This design comes from an exercise in tuning for small area on the open sky130 flow, not from production work.
The RTL was checked by simulation tests, not by an equivalence proof against the original design.
Power and IR drop assume default switching activity.

==> inputs of run E <==
// dcpu16_core
module dcpu16_core (
    input  wire        clk,
    input  wire        rst,
    output wire        mem_req,
    output wire        mem_we,
    output wire [15:0] mem_addr,
    output wire [15:0] mem_wdata,
    input  wire        mem_ready,
    input  wire [15:0] mem_rdata,
    output wire        halted,
    output wire        fault,
    input  wire [3:0]  dbg_sel,
    output wire [15:0] dbg_data
);
Settings: LEC_CHECK=0, ABC_AREA=1, CAP_MARGIN=20, CORE_MARGIN=2, CORE_UTILIZATION=40, CTS_BUF_LIST=sky130_fd_sc_hd__clkbuf_2, SLEW_MARGIN=20; clock period 10.0 ns.
standard.sh (not shown) runs the stock make flow with config.mk's settings and CLKGATE_MAP_FILE= SYNTH_SCRIPT=/design/flow/synth_recipe.tcl, a recipe that flattens the netlist after the stock synthesis.
==> flow/flow/run.sh <==
#!/bin/bash
# Standard layout, except that the port buffers are the smallest buffer cell.
# Each tool's full output goes to its own log in this folder (ORFS also keeps
# per-step logs under orfs/logs).
set -euo pipefail
export BUFFER_PORTS_ARGS="-buffer_cell sky130_fd_sc_hd__buf_1"
bash standard.sh > standard.log 2>&1
==> run D: changes against run E <==
--- a/flow/design.v
+++ b/flow/design.v
@@ -20,23 +20,24 @@
         S_A_REG = 6'd16, S_B_VAL = 6'd17,
         S_E_ALU = 6'd20, S_E_AL2 = 6'd21, S_E_IFD = 6'd22,
         S_M_IT  = 6'd23, S_M_FIN = 6'd24,
         S_SHROT = 6'd25, S_SHOUT = 6'd26,
         S_D_AT  = 6'd27, S_D_AW  = 6'd28, S_D_ZC  = 6'd29, S_D_IT  = 6'd30,
         S_D_NGH = 6'd31, S_D_COR = 6'd32, S_D_REM = 6'd33, S_D_ZER = 6'd34,
-        S_J_SP  = 6'd36, S_J_WR  = 6'd37, S_J_PC  = 6'd38,
-        S_WB    = 6'd40, S_EXW   = 6'd41, S_IJ1   = 6'd42, S_IJ2   = 6'd43,
+        S_M_Z   = 6'd35, S_J_SP  = 6'd36, S_J_WR  = 6'd37, S_J_PC  = 6'd38,
+        S_MR1   = 6'd40, S_MR2   = 6'd41, S_MR3   = 6'd42, S_MR4   = 6'd43,
+        S_WB    = 6'd44, S_EXW   = 6'd45, S_IJ1   = 6'd46, S_IJ2   = 6'd47,
         S_HALT  = 6'd62, S_FAULT = 6'd63;
     localparam [4:0] OP_SET = 5'h01, OP_ADD = 5'h02, OP_SUB = 5'h03, OP_MUL = 5'h04,
                OP_MLI = 5'h05, OP_DIV = 5'h06, OP_DVI = 5'h07, OP_MOD = 5'h08,
                OP_MDI = 5'h09, OP_AND = 5'h0A, OP_BOR = 5'h0B, OP_XOR = 5'h0C,
                OP_SHR = 5'h0D, OP_ASR = 5'h0E, OP_SHL = 5'h0F,
                OP_ADX = 5'h1A, OP_SBX = 5'h1B, OP_STI = 5'h1E, OP_STD = 5'h1F;
     reg [175:0] rf;           
     reg [15:0]  cyl, cyh;     
-    reg [15:0]  ir, T, U, W, V;
+    reg [15:0]  ir, T, U, W;
     reg [3:0]   ph;           
     reg [5:0]   st;
     reg [4:0]   bc;           
     reg [4:0]   it;           
     reg         skip;
     reg         c;            
@@ -65,15 +66,17 @@
     wire       is_dv   = basic && (op == OP_DIV || op == OP_DVI);
     wire       is_mul  = basic && (op == OP_MUL || op == OP_MLI);
     wire       is_sh   = basic && (op == OP_SHR || op == OP_ASR || op == OP_SHL);
     wire       is_stx  = basic && (op == OP_STI || op == OP_STD);
     wire       is_xbx  = basic && (op == OP_ADX || op == OP_SBX);
     wire       sgn_op  = op[0];    
-    wire       wr_ex   = basic && !is_cond &&
+    wire       ex_op   = basic && !is_cond &&       
                          !(op == OP_SET || op == OP_AND || op == OP_BOR || op == OP_XOR ||
                            op == OP_MOD || op == OP_MDI || is_stx);
+    wire       wr_ex   = ex_op && !is_mul && !is_sh;    
+    wire       is_md   = is_div && !is_dv;              
     wire a_nw   = ac[5:3] == 3'b010 || ac == 6'h1A || ac == 6'h1E || ac == 6'h1F;
     wire a_mem  = ac[5:4] == 2'b01 && !(ac == 6'h1B || ac == 6'h1C || ac == 6'h1D || ac == 6'h1F)
                   || ac[5:3] == 3'b001;
     wire a_reg  = !a_nw && !a_mem;            
     wire a_pop  = ac == 6'h18;
     wire [3:0] aidx = ac[4] ? (ac[1:0] == 2'b11 ? 4'd9 : ac[1:0] == 2'b00 ? 4'd8 : 4'd10)
@@ -129,18 +132,18 @@
     reg        stream;     
     reg        wr_mem;     
     reg        wen;        
     reg [3:0]  wsel;
     reg        x, y, cinit;
     reg        wdat;
-    reg        t_en, u_en, w_en, v_en;
-    reg        t_din, u_din, w_din, v_din;
+    reg        t_en, u_en, w_en;
+    reg        t_din, u_din, w_din;
     reg        w0_ld;      
     wire go   = !apass || bc != 5'd0 || ph == 4'd0;
     wire step = act && go && (!stream || rv);
-    wire last = (st == S_M_IT) ? bc == 5'd16 : bc == 5'd15;
+    wire last = bc == 5'd15;
     wire pend = step && last;
     wire cin  = bc == 5'd0 ? cinit : c;
     wire s    = x ^ y ^ cin;
     wire cout = (x & y) | (x & cin) | (y & cin);
     wire [3:0] shk   = op == OP_SHL ? 4'd0 - T[3:0] : T[3:0];
     wire [4:0] shsum = {1'b0, bc[3:0]} + {1'b0, shk};
@@ -155,15 +158,20 @@
             sh_res = shfil; sh_ex = shlp & W[0];
         end else begin
             sh_res = shlp ? W[0] : shfil; sh_ex = !shlp & W[0];
         end
     end
     wire msub = op == OP_MLI && it[3:0] == 4'd15 && T[0];
+    wire my0  = T[0] & (W[0] ^ msub);                       
+    wire mp0  = hd[10] ^ my0 ^ msub;                        
+    wire mc0  = (hd[10] & my0) | (hd[10] & msub) | (my0 & msub);
+    wire mtop = op == OP_MLI ? hd[10] ^ my0 ^ c : c;        
     wire dsub  = !rs;
     wire nbit  = !it[4] && W[15];
-    wire rsn   = V[0] ^ dsub ^ cout;
+    wire rhd   = is_dv ? hd[10] : U[0];      
+    wire rsn   = rhd ^ dsub ^ cout;
     wire dng   = sgn_op && (na ^ nb);
     reg  p0, phi;
     always @(*) begin
         case (op)
             OP_ADD:  begin p0 = c1;        phi = 1'b0; end
             OP_SUB:  begin p0 = !c1;       phi = !c1; end
@@ -185,14 +193,14 @@
         endcase
     end
     always @(*) begin
         act = 1'b1; apass = 1'b0; stream = 1'b0; wr_mem = 1'b0;
         wen = 1'b0; wsel = 4'd0;
         x = 1'b0; y = 1'b0; cinit = 1'b0; wdat = s;
-        t_en = 1'b0; u_en = 1'b0; w_en = 1'b0; v_en = 1'b0;
-        t_din = T[0]; u_din = U[0]; w_din = W[0]; v_din = V[0];
+        t_en = 1'b0; u_en = 1'b0; w_en = 1'b0;
+        t_din = T[0]; u_din = U[0]; w_din = W[0];
         w0_ld = 1'b0;
         case (st)
             S_CLR: begin
                 wen = 1'b1; wdat = 1'b0;
             end
             S_F_U, S_A_P, S_B_P: begin
@@ -227,13 +235,13 @@
             S_A_REG: begin
                 apass = 1'b1; t_en = 1'b1;
                 if (ac[5]) t_din = (bc[3:0] <= 4'd4) ? lit5[bc[2:0]] : ac[4:0] == 5'd0;
                 else t_din = hd[aidx];
             end
             S_B_VAL: begin
-                w_en = 1'b1; v_en = 1'b1; v_din = 1'b0;
+                w_en = 1'b1;
                 if (b_reg) begin apass = 1'b1; w_din = hd[bidx]; end
                 else begin stream = 1'b1; w_din = mrd; end
             end
             S_E_ALU: begin
                 t_en = 1'b1; w_en = 1'b1;
                 x = W[0]; y = T[0] ^ (op == OP_SUB || op == OP_SBX || is_cond);
@@ -247,48 +255,53 @@
                 endcase
             end
             S_E_AL2: begin
                 apass = 1'b1; w_en = 1'b1; w_din = s; x = W[0]; y = hd[10];
             end
             S_E_IFD: act = 1'b0;
+            S_M_Z: begin
+                apass = 1'b1; wen = 1'b1; wsel = 4'd10; wdat = 1'b0;
+            end
             S_M_IT: begin
-                if (bc == 5'd16) begin
-                    v_en = 1'b1; v_din = c; t_en = 1'b1; t_din = V[0];
-                end else begin
-                    v_en = 1'b1; v_din = s; w_en = 1'b1;
-                    x = V[0]; y = T[0] & (W[0] ^ msub); cinit = msub;
-                end
+                apass = 1'b1; wen = 1'b1; wsel = 4'd10; w_en = 1'b1;
+                x = rf[161]; y = T[0] & (W[1] ^ msub); cinit = mc0;
+                if (bc == 5'd15) begin wdat = mtop; t_en = 1'b1; t_din = rp; end
             end
             S_M_FIN: begin
                 t_en = 1'b1; w_en = 1'b1; w_din = T[0];
             end
             S_SHROT: act = 1'b0;
             S_SHOUT: begin
-                w_en = 1'b1; w_din = sh_res; v_en = 1'b1; v_din = sh_ex;
+                apass = 1'b1; w_en = 1'b1; w_din = sh_res;
+                wen = 1'b1; wsel = 4'd10; wdat = sh_ex;
             end
             S_D_AT: begin
                 t_en = 1'b1; t_din = s; y = T[0] ^ (sgn_op & na); cinit = sgn_op & na;
             end
             S_D_AW: begin
-                w_en = 1'b1; w_din = s; y = W[0] ^ (sgn_op & nb); cinit = sgn_op & nb;
+                apass = 1'b1; w_en = 1'b1; w_din = s; y = W[0] ^ (sgn_op & nb); cinit = sgn_op & nb;
+                if (is_dv) begin wen = 1'b1; wsel = 4'd10; wdat = 1'b0; end
+                else begin u_en = 1'b1; u_din = 1'b0; end
             end
             S_D_ZC: act = 1'b0;
             S_D_IT: begin
-                t_en = 1'b1; v_en = 1'b1; v_din = s;
+                apass = 1'b1; t_en = 1'b1;
+                if (is_dv) begin wen = 1'b1; wsel = 4'd10; end
+                else begin u_en = 1'b1; u_din = s; end
                 x = bc == 5'd0 ? nbit : rp; y = T[0] ^ dsub; cinit = dsub;
                 if (bc == 5'd15) w0_ld = 1'b1; else w_en = 1'b1;
             end
             S_D_NGH: begin
                 w_en = 1'b1; w_din = s; y = W[0] ^ dng; cinit = dng;
             end
             S_D_COR: begin
-                t_en = 1'b1; v_en = 1'b1; v_din = s; x = V[0]; y = rs & T[0];
+                t_en = 1'b1; u_en = 1'b1; u_din = s; x = U[0]; y = rs & T[0];
             end
             S_D_REM: begin
-                v_en = 1'b1; w_en = 1'b1; w_din = s;
-                y = V[0] ^ (sgn_op & nb); cinit = sgn_op & nb;
+                u_en = 1'b1; w_en = 1'b1; w_din = s;
+                y = U[0] ^ (sgn_op & nb); cinit = sgn_op & nb;
             end
             S_D_ZER: begin
                 w_en = 1'b1; w_din = 1'b0;
             end
             S_J_SP: begin
                 apass = 1'b1; wen = 1'b1; wsel = 4'd9; x = hd[9]; y = 1'b1;
@@ -306,16 +319,29 @@
                 end else begin
                     act = 1'b0; wr_mem = 1'b1;
                 end
             end
             S_EXW: begin
                 apass = 1'b1; wen = 1'b1; wsel = 4'd10;
-                if (is_mul || is_sh) begin v_en = 1'b1; wdat = V[0]; end
-                else if (is_dv) begin w_en = 1'b1; y = W[0] ^ dng; cinit = dng; end
+                if (is_dv) begin w_en = 1'b1; y = W[0] ^ dng; cinit = dng; end
                 else wdat = bc == 5'd0 ? p0 : phi;
             end
+            S_MR1: begin    
+                apass = 1'b1; u_en = 1'b1; u_din = s; x = hd[8]; y = 1'b1;
+            end
+            S_MR2: begin    
+                stream = 1'b1; t_en = 1'b1; t_din = mrd;
+            end
+            S_MR3: begin    
+                apass = 1'b1; u_en = 1'b1; u_din = s; t_en = 1'b1;
+                x = bcd[4:3] == 2'b11 ? (bcd[2:0] == 3'd6 ? 1'b0 : hd[9]) : hd[bcd[2:0]];
+                y = b_nw && T[0];
+            end
+            S_MR4: begin    
+                u_en = 1'b1; u_din = s; x = U[0]; y = 1'b1;
+            end
             S_IJ1, S_IJ2: begin
                 apass = 1'b1; wen = 1'b1; wsel = st == S_IJ1 ? 4'd6 : 4'd7;
                 x = st == S_IJ1 ? hd[6] : hd[7]; y = op == OP_STD; cinit = op == OP_STI;
             end
             default: act = 1'b0;
         endcase
@@ -334,32 +360,37 @@
         en1[S_B_U]   = b_adr && !skip;
         en1[S_SKIPX] = skip;
         en1[S_SPADJ] = a_pop ^ b_push;
         en1[S_A_REG] = a_reg;
         en1[S_B_VAL] = basic;
     end
-    wire [5:0] disp = !basic ? S_J_SP : is_mul ? S_M_IT : is_sh ? S_SHROT :
+    wire [5:0] disp = !basic ? S_J_SP : is_mul ? S_M_Z : is_sh ? S_SHROT :
                       is_div ? S_D_AT : S_E_ALU;
     reg [5:0] nx1;
     integer n;
     always @(*) begin
         nx1 = disp;
         for (n = 17; n >= 5; n = n - 1)
             if (n > st && en1[n]) nx1 = n[5:0];
     end
-    reg [43:40] en2;
+    reg [47:40] en2;
+    wire mr_en = is_md && !b_reg && bcd != 5'h1F;
     always @(*) begin
-        en2[S_WB]  = basic && !is_cond && bcd != 5'h1F;
+        en2[S_MR1] = mr_en && b_nw;
+        en2[S_MR2] = mr_en && b_nw;
+        en2[S_MR3] = mr_en;
+        en2[S_MR4] = mr_en && bcd[4:3] == 2'b11 && bcd[2:1] != 2'b11 && a_pop;
+        en2[S_WB]  = basic && !is_cond && bcd != 5'h1F && !(bcd == 5'h1D && ex_op);
         en2[S_EXW] = wr_ex;
         en2[S_IJ1] = is_stx;
         en2[S_IJ2] = is_stx;
     end
     reg [5:0] nx2;
     always @(*) begin
         nx2 = S_F_U;
-        for (n = 43; n >= 40; n = n - 1)
+        for (n = 47; n >= 40; n = n - 1)
             if (n > st && en2[n]) nx2 = n[5:0];
     end
     wire awr = wen && (st == S_CLR || step);
     integer k;
     always @(posedge clk) begin
         for (k = 0; k < 11; k = k + 1)
@@ -375,18 +406,17 @@
         if (st == S_PCINC && step) cc <= (cyl[0] & cyy) | (cyl[0] & cyc_in) | (cyy & cyc_in);
         else if (chh) cc <= cyh[0] & cc;
         if (step && t_en)  T <= {t_din, T[15:1]};
         if (step && u_en)  U <= {u_din, U[15:1]};
         if (step && w_en)  W <= {w_din, W[15:1]};
         if (step && w0_ld) W[0] <= !rsn;
-        if (step && v_en)  V <= {v_din, V[15:1]};
         if (st == S_FETCH && step) ir <= {mrd, ir[15:1]};
         if (st == S_SHROT && bc[3:0] != shk) W <= {W[0], W[15:1]};
         if (step) c <= cout;
-        if (step && st == S_M_IT && bc == 5'd15) c <= (op == OP_MLI) ? (x ^ y ^ cout) : cout;
-        if (step && st == S_D_IT) rp <= V[0];
+        if (step && st == S_M_IT && bc == 5'd0) rp <= mp0;
+        if (step && st == S_D_IT) rp <= rhd;
         if (step && st == S_D_IT && bc == 5'd15) rs <= rsn;
         if (st == S_D_ZC) rs <= 1'b0;
         if (step && st == S_E_ALU) begin
             f <= (bc == 5'd0 ? 1'b0 : f) | (op[2:1] == 2'b00 ? (W[0] & T[0]) : (W[0] ^ T[0]));
             if (bc == 5'd15) begin f2 <= W[0] ^ !T[0] ^ cout; c1 <= cout; end
         end
@@ -436,13 +466,15 @@
                 S_J_PC:  if (pend) st <= S_F_U;
                 S_WB: begin
                     if (b_reg ? pend : mem_ready)
                         st <= (is_dv && it == 5'd16) ? S_D_IT : nx2;
                 end
                 S_D_NGH: if (pend) st <= en2[S_WB] ? S_WB : S_D_IT;
-                S_EXW, S_IJ1, S_IJ2, S_E_AL2, S_M_FIN, S_SHOUT, S_D_REM, S_D_ZER:
+                S_M_Z:   if (pend) st <= S_M_IT;
+                S_EXW, S_IJ1, S_IJ2, S_E_AL2, S_M_FIN, S_SHOUT, S_D_REM, S_D_ZER,
+                S_MR1, S_MR2, S_MR3, S_MR4:
                     if (pend) st <= nx2;
                 S_HALT:  st <= S_HALT;
                 S_FAULT: st <= S_FAULT;
                 default: if (pend) st <= nx1;    
             endcase
         end
==> flow/flow/run.sh (replaced) <==
#!/bin/bash
# Standard layout, except that the port buffers are the smallest buffer cell.
# The clock tree settings come from config.mk (CTS_BUF_LIST, CTS_CLUSTER_SIZE,
# CTS_CLUSTER_DIAMETER). The make output goes to standard.log here; ORFS also
# keeps per-step logs under orfs/logs.
set -euo pipefail
export BUFFER_PORTS_ARGS="-buffer_cell sky130_fd_sc_hd__buf_1"
bash standard.sh > standard.log 2>&1
CTS_BUF_LIST = sky130_fd_sc_hd__clkbuf_4   (was sky130_fd_sc_hd__clkbuf_2)
CTS_CLUSTER_DIAMETER = 50   (was not set)
CTS_CLUSTER_SIZE = 10   (was not set)
==> key figures <==
Run status
  – Outcome: complete, no violations

Clock tree
  – # clock sinks: 323

Worst setup path
  – CP cell instances: buf_1 -> inv_1 -> nand2_1 -> inv_1 -> nand2_1 -> o22ai_1 -> nor2_1 -> nand2_1 -> nor4_1 -> nand2_1 -> nand3_1 -> nand3_1 -> nand3_1 -> nand2_1 -> buf_1
  – Reg-to-reg slack, setup: 5070 ps

GRT
  – GR Layer Usage met2: 43.06%

Power and ir drop
  – Clk. pwr: 0.915 mW

Placement
  – Dpl cells: 2320
Source of the figures above: run E

==> key figures <==
Run status
  – Outcome: complete, no violations

Power and ir drop
  – Clk. pwr: 0.746 mW

GRT
  – GR Layer Usage met2: 45.72%
  – Antenna violations before repair: 1

Logic synthesis
  – Adder-cell area share of the yosys netlist: 2.817%

Worst setup path
  – Reg-to-reg slack, setup: 4790 ps
  – CP cell instances: buf_1 -> inv_1 -> nand2_1 -> inv_1 -> nand3_1 -> nand2_1 -> a2111oi_0 -> nand3_1 -> nand3_1 -> nand3_1 -> nand3_1 -> nand2_1 -> buf_1

Placement
  – Dpl cells: 2399

Clock tree
  – # clock sinks: 307
Source of the figures above: run D

==> re-timing with driven ports <==
Ports are ideal in the flow. The routed layouts listed here were re-timed in OpenROAD.
Step 1 (the two cells are an assumption about what drives the block):
set clk [get_ports {clk}]
set_driving_cell -lib_cell sky130_fd_sc_hd__clkbuf_16 $clk
set_driving_cell -lib_cell sky130_fd_sc_hd__buf_2 [delete_from_list [all_inputs] $clk]
Step 2, shift: input delay + t, output delay - t, t = (earliest + latest rising clock arrival at the registers) / 2. This alone moves slack from input paths to output paths.
a / b / c = ideal ports / drivers / drivers and shift; a / b = the first two.
| run | t (ns) | setup slack, ns | worst hold slack (ns) | worst data-port slew with drivers (ns) | pins driven straight from the clock port |
|---|---|---|---|---|---|
| run E | 0.994 | 3.229 / 3.189 / 3.189 | 0.323 / 0.323 / 0.323 | 0.05 | 1 |
| run D | 0.812 | 3.095 / 3.072 / 3.072 | 0.331 / 0.331 / 0.331 | 0.04 | 1 |
After both steps setup and hold are still met in every run listed. The setup slack of run E, which loses most, moves by -0.040 ns with the drivers and by -0.040 ns with both steps.
